Context: an optimization exercise on an open-source flow, tuned for small area, a short achievable clock period and few clock cycles. The choices shown serve that exercise and are no tape-out recipe.
In this exercise RTL edits were held to simulation tests only and were not proved equivalent to the original.
Power is estimated from default activity; no workload was simulated.

## sdl_cc
module sdl_cc (
    input  wire        clk,
    input  wire        rst,             
    input  wire [15:0] cfg_setpoint,
    input  wire [15:0] cfg_deadband,
    input  wire [6:0]  cfg_base_speed,
    input  wire [6:0]  cfg_max_speed,
    input  wire [6:0]  cfg_init_speed,
    input  wire [6:0]  cfg_creep_step,
    input  wire [31:0] cfg_kp,
    input  wire [31:0] cfg_ki,
    input  wire [31:0] cfg_kd,
    input  wire [31:0] cfg_dt,
    input  wire        cfg_map_mode,    
    input  wire        cfg_sp_sense,    
    input  wire        rq_valid,
    output wire        rq_ready,
    input  wire [19:0] rq_data,
    output reg         mc_valid,
    output wire [16:0] mc_out,
    output wire        fault
);
    localparam [1:0] ST_STOP = 2'd0, ST_ACCEL = 2'd1, ST_CONTROL = 2'd2;
    localparam [3:0] OP_START = 4'h1, OP_STOP = 4'h2, OP_TICK = 4'h3, OP_ITER = 4'h4;
    localparam I_IDLE = 0, I_STEP = 1, I_F1 = 2, I_MAP = 3;
    reg               run_q, sp_q, tick_q, stop_done_q, fault_q;
    reg        [1:0]  fsm_q;
    reg        [6:0]  ramp_q;
    reg signed [7:0]  lspeed_q, rspeed_q;
  ...
Size: roughly 740 flip-flops, ~230 I/O pins, about 69000 sq um of cells after synthesis.
make LEC_CHECK=0 CAP_MARGIN=20 CORE_MARGIN=2 CORE_UTILIZATION=40 SETUP_SLACK_MARGIN=5 SLEW_MARGIN=20 finish   # period 14.0 ns
run.sh (not shown) runs the stock make flow with config.mk's settings and CLKGATE_MAP_FILE= SYNTH_SCRIPT=/design/flow/synth_recipe.tcl, a recipe that flattens the netlist after the stock synthesis.
Testbench counts at the start, summed over its fixed seeds: cycles 50,493.
Edit:
--- a/flow/design.v
+++ b/flow/design.v
@@ -24,25 +24,26 @@
     localparam [3:0] OP_START = 4'h1, OP_STOP = 4'h2, OP_TICK = 4'h3, OP_ITER = 4'h4;
     localparam I_IDLE = 0, I_STEP = 1, I_F1 = 2, I_MAP = 3;
     reg               run_q, sp_q, tick_q, stop_done_q, fault_q;
     reg        [1:0]  fsm_q;
     reg        [6:0]  ramp_q;
     reg signed [7:0]  lspeed_q, rspeed_q;
     reg        [15:0] lpos_q;       
     reg               kind_q;       
     reg        [47:0] int_q;        
     reg        [79:0] p_q;          
     wire       [31:0] kp_r = cfg_kp;
+    wire       [31:0] kd_r = cfg_kd;
     wire       [30:0] dt_r = cfg_dt[30:0];
     reg               dt_bad_r;
-    reg        [31:0] ki_r, kd_r;
+    reg        [31:0] ki_r;
     reg               pre_q;        
     reg        [62:0] kidt_q;       
     reg        [64:0] kda_q;        
     reg        [30:0] b_q;          
     reg               busy_q;
     reg        [3:0]  dp_q;
     reg               redo_q;       
     reg               rsp_q;        
     reg        [5:0]  cnt_q;        
     reg        [16:0] e_q;          
     reg        [15:0] x_q;          
@@ -191,23 +192,22 @@
     wire signed [11:0] r_creep = {{4{rspeed_q[7]}}, rspeed_q} + {5'd0, cfg_creep_step};
     wire               creep   = !cfg_map_mode && inb_q;
     wire signed [11:0] l_v     = creep ? l_creep : l_int;
     wire signed [11:0] r_v     = creep ? r_creep : r_int;
     wire signed [11:0] c_hi    = cfg_map_mode ? 12'sd100 : {5'd0, cfg_max_speed};
     wire signed [11:0] c_lo    = cfg_map_mode ? 12'sd0   : -{5'd0, cfg_max_speed};
     wire signed [7:0]  l_map   = (l_v < c_lo) ? c_lo[7:0] : (l_v > c_hi) ? c_hi[7:0] : l_v[7:0];
     wire signed [7:0]  r_map   = (r_v < c_lo) ? c_lo[7:0] : (r_v > c_hi) ? c_hi[7:0] : r_v[7:0];
     always @(posedge clk) begin
         dt_bad_r  <= cfg_dt[31] || (cfg_dt == 32'd0);
         ki_r      <= cfg_ki;
-        kd_r      <= cfg_kd;
     end
     always @(posedge clk) begin
         if (rst) begin
             run_q       <= 1'b0;
             sp_q        <= 1'b0;
             tick_q      <= 1'b0;
             stop_done_q <= 1'b0;
             fault_q     <= 1'b0;
             fsm_q       <= ST_STOP;
             ramp_q      <= cfg_init_speed;
             lspeed_q    <= 8'sd0;
- clock skew is higher by 27 ps
- synthesized cell count is higher slightly
- global-route usage is higher by 0.79 points
- sequential share of layout area is lower by 0.71 points
- combinational power is lower by a little under a tenth
- total power is lower by a few percent
- worst setup slack is worse by 75 ps
- die area is lower slightly
- register-to-register slack is worse by 100 ps
- hold slack is worse by 16 ps
- utilization is higher by 0.15 points
- final area is lower slightly
- via count is higher slightly
- clock power is lower by a few percent
Testbench counts after the change, summed over its fixed seeds: cycles 50,493.

==> what the ideal ports hide <==
Ports are ideal in the flow. The routed layouts listed here were re-timed in OpenROAD. Step 1 assumes that a clkbuf_16 drives the clock port and a buf_2 every other input. Step 2 moves the port delays by t, midway between the first and last clock arrival at a register: inputs arrive t later, outputs are due t later. That takes back most of the time a late clock gives input paths. Slacks: ideal ports / drivers / drivers and shift; pairs: ideal ports / drivers.
run	t, ns	setup WS [ns]	latest minus earliest clock arrival (ns)	pins driven straight from the clock port
the first run	0.800	5.298 / 5.292 / 4.492	0.042 / 0.042	1
the second run	0.828	5.223 / 5.262 / 4.447	0.066 / 0.066	1
After both steps every run listed still meets setup and hold. The setup slack of the first run, which loses most, moves by -0.006 ns with the drivers and by -0.806 ns with both steps.
